This is an optimization exercise on Yosys and OpenROAD, whose aim is small area, a short achievable clock period and few clock cycles per item, not a production implementation. The RTL was checked by simulation tests, not by an equivalence proof against the original design. Power figures rest on the tool's default switching activity, not on a simulated workload.

$ cat flow/design.v
module npnz_engine (
    input             clk,
    input             rst,           
    input             cmd_valid,
    output            cmd_ready,
    input      [31:0] cmd_data,
    output reg        rsp_valid,
    output reg [31:0] rsp_data,
    output reg        mem_req,
    output reg        mem_we,
    output reg [15:0] mem_addr,
    output reg [15:0] mem_wdata,
    input             mem_ack,
    input      [15:0] mem_rdata
);
    localparam integer P_N   = 2;
    localparam integer P_M   = 2;
    localparam integer NB    = P_M + 1;                
    localparam integer BLEN  = 12 + 2 * P_N + 2 * NB;  
    localparam integer NMAC  = NB + P_N;               
    localparam [3:0] OP_NOP    = 4'h0;
    localparam [3:0] OP_EVAL   = 4'h1;
    localparam [3:0] OP_EVALF  = 4'h2;
    localparam [3:0] OP_RSTH   = 4'h3;
    localparam [3:0] OP_CONFIG = 4'h4;
    localparam [3:0] OP_RDREG  = 4'h5;
    localparam [3:0] OP_WRREG  = 4'h6;
    localparam [3:0] RC_OK       = 4'd0;
    localparam [3:0] RC_ILLEGAL  = 4'd1;
    localparam [3:0] RC_ADDR     = 4'd2;
    localparam [3:0] RC_ACCESS   = 4'd3;
    localparam [3:0] RC_NOTCFG   = 4'd4;
    localparam [3:0] RC_CFGLEN   = 4'd5;
    localparam [3:0] RC_CFGBOUND = 4'd6;
    localparam [3:0] S_IDLE  = 4'd0;
    localparam [3:0] S_RDFB  = 4'd1;
    localparam [3:0] S_RDREF = 4'd2;
    localparam [3:0] S_ERR   = 4'd3;
    localparam [3:0] S_MAC   = 4'd4;
    localparam [3:0] S_PRE   = 4'd5;
    localparam [3:0] S_POST  = 4'd6;
    localparam [3:0] S_COMB  = 4'd7;
    localparam [3:0] S_SCALE = 4'd8;
    localparam [3:0] S_CLAMP = 4'd9;
    localparam [3:0] S_WRACT = 4'd10;
    localparam [3:0] S_CFG   = 4'd11;
    localparam signed [63:0] MAX64 = 64'sh7FFF_FFFF_FFFF_FFFF;
    localparam signed [63:0] MIN64 = 64'sh8000_0000_0000_0000;
    reg [31:0] coef_a [0:P_N-1];
    reg [31:0] coef_b [0:NB-1];
    reg [15:0] hist_e [0:NB-1];
    reg [15:0] hist_u [0:P_N-1];
    reg [15:0] preshift, postshift_a, postshift_b, postscaler;
    reg [15:0] out_min, out_max, in_offset;
    reg [15:0] ref_bind, fb_bind, act_bind;
    reg        ctrl_en;
    reg        st_configured, st_cfgerr, st_sat_err, st_sat_acc, st_sat_clamp;
    reg  [3:0]  state;
    reg  [15:0] sample;           
    reg  [15:0] ref_val;          
    reg  [7:0]  idx;              
    reg  signed [63:0] acc_b, acc_a;
    reg  signed [63:0] comb;      
    reg  signed [64:0] scaled;    
    reg         f_acc;            
    reg         f_err;            
    reg  [15:0] cfg_buf [0:BLEN-1];
    assign cmd_ready = (state == S_IDLE);
    wire [3:0]  c_op  = cmd_data[31:28];
    wire [11:0] c_ra  = cmd_data[27:16];
    wire [15:0] c_imm = cmd_data[15:0];
    reg c_illegal;
    always @* begin
        case (c_op)
            OP_NOP:    c_illegal = (c_ra != 12'd0) || (c_imm != 16'd0);
            OP_EVAL:   c_illegal = (c_ra != 12'd0);
            OP_EVALF:  c_illegal = (c_ra != 12'd0) || (c_imm != 16'd0);
            OP_RSTH:   c_illegal = (c_ra != 12'd0) || (c_imm != 16'd0);
            OP_CONFIG: c_illegal = (c_ra != 12'd0);
            OP_RDREG:  c_illegal = (c_imm != 16'd0);
            OP_WRREG:  c_illegal = 1'b0;
            default:   c_illegal = 1'b1;
        endcase
    end
    reg        rd_mapped;
    reg [15:0] rd_value;
    integer    k;
    always @* begin
        rd_mapped = 1'b1;
        rd_value  = 16'd0;
        case (c_ra)
            12'h000: rd_value = {15'd0, ctrl_en};
            12'h001: rd_value = {11'd0, st_sat_clamp, st_sat_acc, st_sat_err,
                                 st_cfgerr, st_configured};
            12'h002: rd_value = ref_bind;
            12'h003: rd_value = fb_bind;
            12'h004: rd_value = act_bind;
            12'h005: rd_value = out_min;
            12'h006: rd_value = out_max;
            12'h007: rd_value = in_offset;
            12'h008: rd_value = preshift;
            12'h009: rd_value = postshift_a;
            12'h00A: rd_value = postshift_b;
            12'h00B: rd_value = postscaler;
            12'h00C: rd_value = P_N;
            12'h00D: rd_value = NB;
            default: rd_mapped = 1'b0;
        endcase
        for (k = 0; k < P_N; k = k + 1) begin
            if (c_ra == 12'h100 + 2 * k) begin rd_mapped = 1'b1; rd_value = coef_a[k][15:0];  end
            if (c_ra == 12'h101 + 2 * k) begin rd_mapped = 1'b1; rd_value = coef_a[k][31:16]; end
            if (c_ra == 12'h380 + k)     begin rd_mapped = 1'b1; rd_value = hist_u[k];        end
        end
        for (k = 0; k < NB; k = k + 1) begin
            if (c_ra == 12'h200 + 2 * k) begin rd_mapped = 1'b1; rd_value = coef_b[k][15:0];  end
            if (c_ra == 12'h201 + 2 * k) begin rd_mapped = 1'b1; rd_value = coef_b[k][31:16]; end
            if (c_ra == 12'h300 + k)     begin rd_mapped = 1'b1; rd_value = hist_e[k];        end
        end
    end
    wire wr_writable = (c_ra <= 12'h004);
    wire signed [17:0] err_full = $signed({{2{ref_val[15]}}, ref_val})
                                - ($signed({{2{sample[15]}}, sample})
                                 - $signed({{2{in_offset[15]}}, in_offset}));
    wire err_hi = (err_full > 18'sd32767);
    wire err_lo = (err_full < -18'sd32768);
    wire [15:0] err_sat = err_hi ? 16'h7FFF : err_lo ? 16'h8000 : err_full[15:0];
    reg  [31:0] mac_coef;
    reg  [15:0] mac_hist;
    always @* begin
        mac_coef = 32'd0;
        mac_hist = 16'd0;
        for (k = 0; k < NB; k = k + 1)
            if (idx == k) begin mac_coef = coef_b[k]; mac_hist = hist_e[k]; end
        for (k = 0; k < P_N; k = k + 1)
            if (idx == NB + k) begin mac_coef = coef_a[k]; mac_hist = hist_u[k]; end
    end
    wire signed [47:0] mac_prod = $signed(mac_coef) * $signed(mac_hist);
    wire signed [63:0] mac_prod64 = {{16{mac_prod[47]}}, mac_prod};
    wire               pre_left = ~preshift[15];
    wire        [15:0] pre_ramt = -preshift;           
    wire               pre_big_l = (preshift[15:6] != 10'd0);   
    wire               pre_big_r = (pre_ramt[15:6] != 10'd0);   
    wire [127:0] shl_b_w = {{64{acc_b[63]}}, acc_b} << preshift[5:0];
    wire [127:0] shl_a_w = {{64{acc_a[63]}}, acc_a} << preshift[5:0];
    wire shl_b_ovf = pre_big_l ? (acc_b != 64'd0)
                   : !((&shl_b_w[127:63]) || (~|shl_b_w[127:63]));
    wire shl_a_ovf = pre_big_l ? (acc_a != 64'd0)
                   : !((&shl_a_w[127:63]) || (~|shl_a_w[127:63]));
    wire signed [63:0] shl_b = shl_b_ovf ? (acc_b[63] ? MIN64 : MAX64)
                             : (pre_big_l ? 64'd0 : shl_b_w[63:0]);
    wire signed [63:0] shl_a = shl_a_ovf ? (acc_a[63] ? MIN64 : MAX64)
                             : (pre_big_l ? 64'd0 : shl_a_w[63:0]);
    wire signed [63:0] asr_b = acc_b >>> pre_ramt[5:0];
    wire signed [63:0] asr_a = acc_a >>> pre_ramt[5:0];
    wire signed [63:0] shr_b = pre_big_r ? {64{acc_b[63]}} : asr_b;
    wire signed [63:0] shr_a = pre_big_r ? {64{acc_a[63]}} : asr_a;
    wire post_big_b = (postshift_b[15:6] != 10'd0);
    wire post_big_a = (postshift_a[15:6] != 10'd0);
    wire signed [63:0] psr_b  = acc_b >>> postshift_b[5:0];
    wire signed [63:0] psr_a  = acc_a >>> postshift_a[5:0];
    wire signed [63:0] post_b = post_big_b ? {64{acc_b[63]}} : psr_b;
    wire signed [63:0] post_a = post_big_a ? {64{acc_a[63]}} : psr_a;
    wire signed [64:0] sum65 = {acc_b[63], acc_b} + {acc_a[63], acc_a};
    wire sum_ovf = (sum65[64] != sum65[63]);
    wire signed [63:0] sum_sat = sum_ovf ? (sum65[64] ? MIN64 : MAX64) : sum65[63:0];
    wire signed [79:0] scale_prod = comb * $signed(postscaler);
    wire signed [64:0] scale_shr  = scale_prod[79:15];
    wire nar_hi = (scaled > 65'sd32767);
    wire nar_lo = (scaled < -65'sd32768);
    wire [15:0] y16 = nar_hi ? 16'h7FFF : nar_lo ? 16'h8000 : scaled[15:0];
    wire cl_hi = ($signed(y16) > $signed(out_max));
    wire cl_lo = ($signed(y16) < $signed(out_min));
    wire [15:0] y_out = cl_hi ? out_max : cl_lo ? out_min : y16;
    always @(posedge clk) begin
        rsp_valid <= 1'b0;
        if (rst) begin
            state         <= S_IDLE;
            mem_req       <= 1'b0;
            ctrl_en       <= 1'b0;
            st_configured <= 1'b0;
            st_cfgerr     <= 1'b0;
            st_sat_err    <= 1'b0;
            st_sat_acc    <= 1'b0;
            st_sat_clamp  <= 1'b0;
        end else begin
            case (state)
            S_IDLE: if (cmd_valid) begin
                if (c_illegal) begin
                    rsp_valid <= 1'b1;
                    rsp_data  <= {12'd0, RC_ILLEGAL, 16'd0};
                end else begin
                    case (c_op)
                    OP_NOP: begin
                        rsp_valid <= 1'b1;
                        rsp_data  <= 32'd0;
                    end
                    OP_EVAL, OP_EVALF: begin
                        sample <= c_imm;
                        if (!st_configured) begin
                            rsp_valid <= 1'b1;
                            rsp_data  <= {12'd0, RC_NOTCFG, 16'd0};
                        end else if (c_op == OP_EVALF) begin
                            mem_req  <= 1'b1;
                            mem_we   <= 1'b0;
                            mem_addr <= fb_bind;
                            state    <= S_RDFB;
                        end else if (ctrl_en) begin
                            mem_req  <= 1'b1;
                            mem_we   <= 1'b0;
                            mem_addr <= ref_bind;
                            state    <= S_RDREF;
                        end else begin
                            mem_req   <= 1'b1;
                            mem_we    <= 1'b1;
                            mem_addr  <= act_bind;
                            mem_wdata <= out_min;
                            state     <= S_WRACT;
                        end
                    end
                    OP_RSTH: begin
                        for (k = 0; k < NB; k = k + 1)  hist_e[k] <= 16'd0;
                        for (k = 0; k < P_N; k = k + 1) hist_u[k] <= 16'd0;
                        rsp_valid <= 1'b1;
                        rsp_data  <= 32'd0;
                    end
                    OP_CONFIG: begin
                        idx      <= 8'd0;
                        mem_req  <= 1'b1;
                        mem_we   <= 1'b0;
                        mem_addr <= c_imm;
                        state    <= S_CFG;
                    end
                    OP_RDREG: begin
                        rsp_valid <= 1'b1;
                        rsp_data  <= rd_mapped ? {16'd0, rd_value}
                                               : {12'd0, RC_ADDR, 16'd0};
                    end
                    default: begin  
                        rsp_valid <= 1'b1;
                        if (!rd_mapped)
                            rsp_data <= {12'd0, RC_ADDR, 16'd0};
                        else if (!wr_writable)
                            rsp_data <= {12'd0, RC_ACCESS, 16'd0};
                        else begin
                            rsp_data <= 32'd0;
                            case (c_ra[2:0])
                                3'd0: ctrl_en <= c_imm[0];
                                3'd1: begin
                                    if (c_imm[1]) st_cfgerr    <= 1'b0;
                                    if (c_imm[2]) st_sat_err   <= 1'b0;
                                    if (c_imm[3]) st_sat_acc   <= 1'b0;
                                    if (c_imm[4]) st_sat_clamp <= 1'b0;
                                end
                                3'd2: ref_bind <= c_imm;
                                3'd3: fb_bind  <= c_imm;
                                default: act_bind <= c_imm;
                            endcase
                        end
                    end
                    endcase
                end
            end
            S_RDFB: if (mem_ack) begin
                sample <= mem_rdata;
                if (ctrl_en) begin
                    mem_addr <= ref_bind;
                    state    <= S_RDREF;
                end else begin
                    mem_we    <= 1'b1;
                    mem_addr  <= act_bind;
                    mem_wdata <= out_min;
                    state     <= S_WRACT;
                end
            end
            S_RDREF: if (mem_ack) begin
                mem_req <= 1'b0;
                ref_val <= mem_rdata;
                state   <= S_ERR;
            end
            S_ERR: begin
                hist_e[0] <= err_sat;
                for (k = 1; k < NB; k = k + 1) hist_e[k] <= hist_e[k-1];
                f_err <= err_hi | err_lo;
                f_acc <= 1'b0;
                acc_b <= 64'sd0;
                acc_a <= 64'sd0;
                idx   <= 8'd0;
                state <= S_MAC;
            end
            S_MAC: begin
                if (idx < NB) acc_b <= acc_b + mac_prod64;
                else          acc_a <= acc_a + mac_prod64;
                idx <= idx + 8'd1;
                if (idx == NMAC - 1) state <= S_PRE;
            end
            S_PRE: begin
                if (pre_left) begin
                    acc_b <= shl_b;
                    acc_a <= shl_a;
                    f_acc <= shl_b_ovf | shl_a_ovf;
                end else begin
                    acc_b <= shr_b;
                    acc_a <= shr_a;
                end
                state <= S_POST;
            end
            S_POST: begin
                acc_b <= post_b;
                acc_a <= post_a;
                state <= S_COMB;
            end
            S_COMB: begin
                comb  <= sum_sat;
                if (sum_ovf) f_acc <= 1'b1;
                state <= S_SCALE;
            end
            S_SCALE: begin
                scaled <= scale_shr;
                state  <= S_CLAMP;
            end
            S_CLAMP: begin
                hist_u[0] <= y_out;
                for (k = 1; k < P_N; k = k + 1) hist_u[k] <= hist_u[k-1];
                if (f_err)                   st_sat_err   <= 1'b1;
                if (f_acc | nar_hi | nar_lo) st_sat_acc   <= 1'b1;
                if (cl_hi | cl_lo)           st_sat_clamp <= 1'b1;
                mem_req   <= 1'b1;
                mem_we    <= 1'b1;
                mem_addr  <= act_bind;
                mem_wdata <= y_out;
                state     <= S_WRACT;
            end
            S_WRACT: if (mem_ack) begin
                mem_req   <= 1'b0;
                mem_we    <= 1'b0;
                rsp_valid <= 1'b1;
                rsp_data  <= {16'd0, mem_wdata};
                state     <= S_IDLE;
            end
            S_CFG: if (mem_ack) begin
                cfg_buf[idx] <= mem_rdata;
                if (idx == 8'd1 &&
                    (cfg_buf[0] != P_N || mem_rdata != NB)) begin
                    mem_req   <= 1'b0;
                    st_cfgerr <= 1'b1;
                    rsp_valid <= 1'b1;
                    rsp_data  <= {12'd0, RC_CFGLEN, 16'd0};
                    state     <= S_IDLE;
                end else if (idx == 8'd11 &&
                             $signed(cfg_buf[6]) > $signed(cfg_buf[7])) begin
                    mem_req   <= 1'b0;
                    st_cfgerr <= 1'b1;
                    rsp_valid <= 1'b1;
                    rsp_data  <= {12'd0, RC_CFGBOUND, 16'd0};
                    state     <= S_IDLE;
                end else if (idx == BLEN - 1) begin
                    mem_req     <= 1'b0;
                    preshift    <= cfg_buf[2];
                    postshift_a <= cfg_buf[3];
                    postshift_b <= cfg_buf[4];
                    postscaler  <= cfg_buf[5];
                    out_min     <= cfg_buf[6];
                    out_max     <= cfg_buf[7];
                    in_offset   <= cfg_buf[8];
                    ref_bind    <= cfg_buf[9];
                    fb_bind     <= cfg_buf[10];
                    act_bind    <= cfg_buf[11];
                    for (k = 0; k < P_N; k = k + 1)
                        coef_a[k] <= {cfg_buf[13 + 2 * k], cfg_buf[12 + 2 * k]};
                    for (k = 0; k < NB - 1; k = k + 1)
                        coef_b[k] <= {cfg_buf[13 + 2 * P_N + 2 * k], cfg_buf[12 + 2 * P_N + 2 * k]};
                    coef_b[NB-1] <= {mem_rdata, cfg_buf[BLEN-2]};
                    st_configured <= 1'b1;
                    rsp_valid     <= 1'b1;
                    rsp_data      <= 32'd0;
                    state         <= S_IDLE;
                end else begin
                    idx      <= idx + 8'd1;
                    mem_addr <= mem_addr + 16'd1;
                end
            end
            default: state <= S_IDLE;
            endcase
        end
    end
endmodule
$ cat flow/run.sh
#!/bin/bash
# synth_recipe.tcl (not shown) runs the flow's synth.tcl, then flattens the netlist and writes it again
# the make line also repeats each setting of config.mk as NAME=value (left out here)
make -C /OpenROAD-flow-scripts/flow DESIGN_CONFIG=/design/flow/config.mk WORK_HOME=/design/flow/orfs CLKGATE_MAP_FILE= SYNTH_SCRIPT=/design/flow/synth_recipe.tcl finish
$ cat flow/config.mk
export PLATFORM = sky130hd
export DESIGN_NAME = npnz_engine
export DESIGN_NICKNAME = npnz_engine
export VERILOG_FILES = /design/flow/design.v
export SDC_FILE = /design/flow/constraint.sdc
export NUM_CORES = 8
export LEC_CHECK = 0
export CAP_MARGIN = 20
export CORE_MARGIN = 2
export CORE_UTILIZATION = 25
export MIN_ROUTING_LAYER = met1
export PLACE_DENSITY = 0.4
export SLEW_MARGIN = 20
$ cat flow/constraint.sdc
create_clock -name core_clock -period 13.0 [get_ports {clk}]
set_input_delay 2.6000 -clock core_clock [delete_from_list [all_inputs] [get_ports {clk}]]
set_output_delay 2.6000 -clock core_clock [all_outputs]
set_load 0.01 [all_outputs]
==> impl_metrics.yaml <==
run_status:
  run_status: "timing/DRC/antenna clean"
routing:
  dr.pass1.iters: 10
  ant_nets: 0
  highest_layer: "met5"
  wl_met3_um: 56070
  vias: 121100
  routed_wl_um: 704300
  met2WireLength_um: 310200
  drt_iter0_drc: 15020
  vias_per_cell: 5.502
  wl_met1_um: 306100
  remaining_drc_errors: 0
  wl_per_cell_um: 31.99
global_route:
  overflow: 0
  antenna_found_initial: 77
  grt_start_max_net_pins: 166
  grt_pass1_wl_um: 982000
  grt.total_usage: 0.2488
  grt_pass1_vias: 120500
clocking:
  cts_hold_buf: 0
  cts_tree: "built"
  numCtsBuffers: 145
  clock_sinks: 1083
  clkLatencyLatePin_ns: 0.89
  htree_levels: 4
  clockBufferDepth: 4
  cts-root-buf: "clkbuf_16"
  clkSlewWorstSetupHoldPaths_ns: 0.07
sta:
  setup_violations: 0
  tightest_slew_ns: 1.332
  max_slew_margin: 0.1123
  rsz0062_at_grt: "no"
  timing.hold.ws_ns: 0.4121
  final.min_clock_period_ns: 12.50
  skew_ns: 0.09518
  worst_slack_ns: 0.5004
  hold_viol: 0
  fin_crit_sh: 0.9615
  fmax_ghz: 0.08000
  slew_viol_final: 0
worst_setup_path:
  rr_endpoint: "acc_a[61]"
  reg2reg_slack_ns: 0.50
  worst_path_most_repeated_cell: "fa_1"
  worstPathRequired_ns: 13.56
  rr_worst_depth: 47
  regToRegStartpoint: "idx[6]"
  cp_slowest_stage_delay_ns: 0.60
  arrival_ns: 13.06
  timing.critical_path.from_type: "flip-flop"
  critPathKind: "flip-flop to flip-flop"
  cp_max_fo: 31
  crit_path_top_delay_cell: "fa_1"
  setup.worst_path.end_class: "flip-flop"
worst_hold_path:
  holdCritPathClass: "flip-flop to flip-flop"
  min_to: "preshift[8]"
  worstHoldStart: "cfg_buf[2][8]"
  hold_depth: 0
placement:
  io_buffers: 106
  place_hpwl_um: 538800
  dpl.cell_count: 21710
  place_ws_ns: -0.2294
  gp_congestion: 1.009
logic_synthesis:
  synth_area_mm2: 0.1366
  syn_area_per_cell_um2: 9.201
  yosys_warnings: 5
  synthFlopType: "edfxtp_1"
  netlist_instances: 14850
  ys_seq_elements: 1083
  seq_area_frac_synth: 0.2372
  synth_edf_count: 1071
  synthArstFlopShare: 0
  yosys.cell_types.count: 107
floorplanning:
  fp.dieH_um: 743.2
  rows: 271
  fp.coreArea_mm2: 0.5446
  die_width_um: 743.2
  die-area_mm2: 0.5523
  ios: 120
  start_util: 0.2509
final_layout:
  post-route-util: 0.2802
  num-nets-final: 16700
  area_growth_pct: 11.70
  drive_gt1_frac: 0.1019
  final-instance-count-excl-fill: 22010
power_and_ir_drop:
  p_leak_nw: 61.25
  total_power_w: 0.008115
  ir_drop_uv: 90.71
  power_density_mw_per_mm2: 53.18
run:
  drv_cap: 0
[cells in the final DEF (no fill, tap or decap), types with 126 or more instances in the layout]
cell type	n
mux2_2	148
nand2b_1	126
xnor2_1	193
edfxtp_1	1071
clkbuf_16	150
mux2i_1	408
inv_1	1674
nor2_1	1026
buf_4	559
a21o_1	231
nor3_1	172
o211ai_1	139
nand2_1	2235
fa_1	1438
a211oi_1	158
a21oi_1	787
mux4_2	342
nand3_1	193
and2_1	356
o21ai_0	706
a221oi_1	140
ha_1	560
[worst max-delay path, delay by kind of cell, from the launching register on]
family          cells  cell delay, ns
flops               1            0.45
buf+inv             8            1.43
compound gates     17            4.01
xor+xnor            2            0.36
simple gates       12            2.02
fa+ha+maj           8            3.86
[through the flow]
stage               setup TNS, ns  cell area [um^2]
global placement           -1.863            147400
CTS                             0            152100
global route                    0            152500
detailed placement         -1.730            147400
floorplan                       0            136700
finish                          0            152600
[sequential cells by signal, summed over array words and instances, names as in the netlist, 16 cells and up]
register	cells
rsp_data	19
preshift	16
sample	16
postscaler	16
postshift_b	16
comb	64
mem_wdata	16
acc_a	64
postshift_a	16
coef_b	96
hist_e	48
hist_u	32
out_min	16
act_bind	16
ref_val	16
coef_a	64
in_offset	16
out_max	16
acc_b	64
cfg_buf	320
fb_bind	16
ref_bind	16
scaled	65
mem_addr	16
[layer usage]
layer | GRT usage | vias up
met5 | 0 | -
met4 | 0.09383 | 16
met3 | 0.04154 | 1130
met2 | 0.3853 | 6103
met1 | 0.3468 | 62830
li1 | - | 51040
[cells in the mapped netlist (21+ instances only)]
cell type | number | area share
inv_1 | 1678 | 0.046
nand2b_1 | 126 | 0.0058
nor2b_1 | 87 | 0.0040
and4_1 | 21 | 0.0013
a211o_1 | 24 | 0.0015
nand4_1 | 122 | 0.0056
o21ai_0 | 713 | 0.026
mux2i_1 | 408 | 0.030
xor2_1 | 126 | 0.0081
nor4_1 | 90 | 0.0041
o22ai_1 | 74 | 0.0034
a221o_1 | 71 | 0.0052
a31oi_1 | 89 | 0.0041
a22oi_1 | 85 | 0.0047
nor3_1 | 206 | 0.0075
mux4_2 | 342 | 0.056
o21bai_1 | 55 | 0.0030
buf_2 | 70 | 0.0026
xnor2_1 | 208 | 0.013
o211ai_1 | 139 | 0.0076
a2111oi_0 | 25 | 0.0016
a22o_1 | 22 | 0.0014
o21a_1 | 69 | 0.0038
mux2_2 | 148 | 0.012
a21o_1 | 231 | 0.013
o31ai_1 | 32 | 0.0018
a221oi_1 | 150 | 0.0096
nor2_1 | 1051 | 0.029
or2_2 | 25 | 0.0011
a21oi_1 | 795 | 0.029
clkbuf_1 | 819 | 0.023
a222oi_1 | 95 | 0.0070
and2_1 | 358 | 0.016
fa_1 | 1438 | 0.21
ha_1 | 562 | 0.051
and3_1 | 84 | 0.0038
buf_4 | 35 | 0.0019
nand2_1 | 2236 | 0.061
buf_1 | 115 | 0.0032
edfxtp_1 | 1071 | 0.24
o221ai_1 | 34 | 0.0022
nand3_1 | 195 | 0.0071
a211oi_1 | 162 | 0.0089
[how the worst max path moves through the flow]
| stage | startpoint | endpoint | slack (ns) | cells past startpoint |
|---|---|---|---|---|
| after floorplan | idx[4] | acc_b[63] | 1.08 | 40 |
| after global placement | idx[5] | acc_a[60] | -0.30 | 45 |
| after detailed placement | idx[6] | acc_a[55] | -0.23 | 47 |
| after CTS | idx[5] | acc_a[55] | 0.02 | 47 |
| after global routing | idx[5] | acc_a[47] | 0.04 | 48 |
| final | idx[6] | acc_a[61] | 0.50 | 47 |
[where the power goes]
group	switching (W)	total, W	internal [W]
Sequential	0.00000154	0.00381	0.00380
Combinational	0.000159	0.000221	0.0000622
Clock	0.00172	0.00409	0.00237
[layout make-up]
class	count	area (um^2)
fillers	58430	392000
multi-input cells	11030	94410
flip-flops and latches	1083	32400
well taps	7234	9051
inverters	1686	6339
repair buffers	694	5678
clock buffers	182	3894
clock inverters	77	755.7
diodes	24	60.06
[cell families (layout without fill, tap and decap cells)]
kind of cell               Yosys count  count (layout)  synth area share
AOI/OAI and AO/OA                 3081            3081            0.1480
muxes                              908             908           0.09997
and+or+nand+nor                   4683            4683            0.1519
adders and majority gates         2014            2014            0.2632
DFF                               1083            1083            0.2372
buffers and inverters             2742            2639           0.07828
xor gates and xnor gates           334             334           0.02141
other                                1              37        0.00002745
[repair_timing]
item | 4_1_cts | 5_1_grt
resized for setup | 17 | 49
buffers inserted | 1 | 11
pin swaps | 0 | 2
endpoints found under the setup margin | 12 | 29
Testbench counts, summed over its fixed seeds: cycles 50,080, items 3,352.

what the ideal ports hide:
The results above use ideal ports. As a check the final layout listed here was re-extracted and re-timed, cells and wires unchanged.
Step 1: set_driving_cell puts a clkbuf_16 on clk and a buf_2 on each other input, an assumption about the parent block.
Step 2 times the ports against the registers' clock, not the clock port: input delays grow and output delays shrink by t, the midpoint of the rising clock arrivals with the driver on.
Slacks: ideal / step 1 / step 2; pairs: ideal / step 1.
shift t [ns]: 0.962
setup WS [ns]: 0.500 / 0.500 / 0.500
worst setup path after step 2: register to register
After both steps this run still meets setup and hold. The setup slack of this run moves by 0.000 ns with the drivers and by 0.000 ns with both steps.
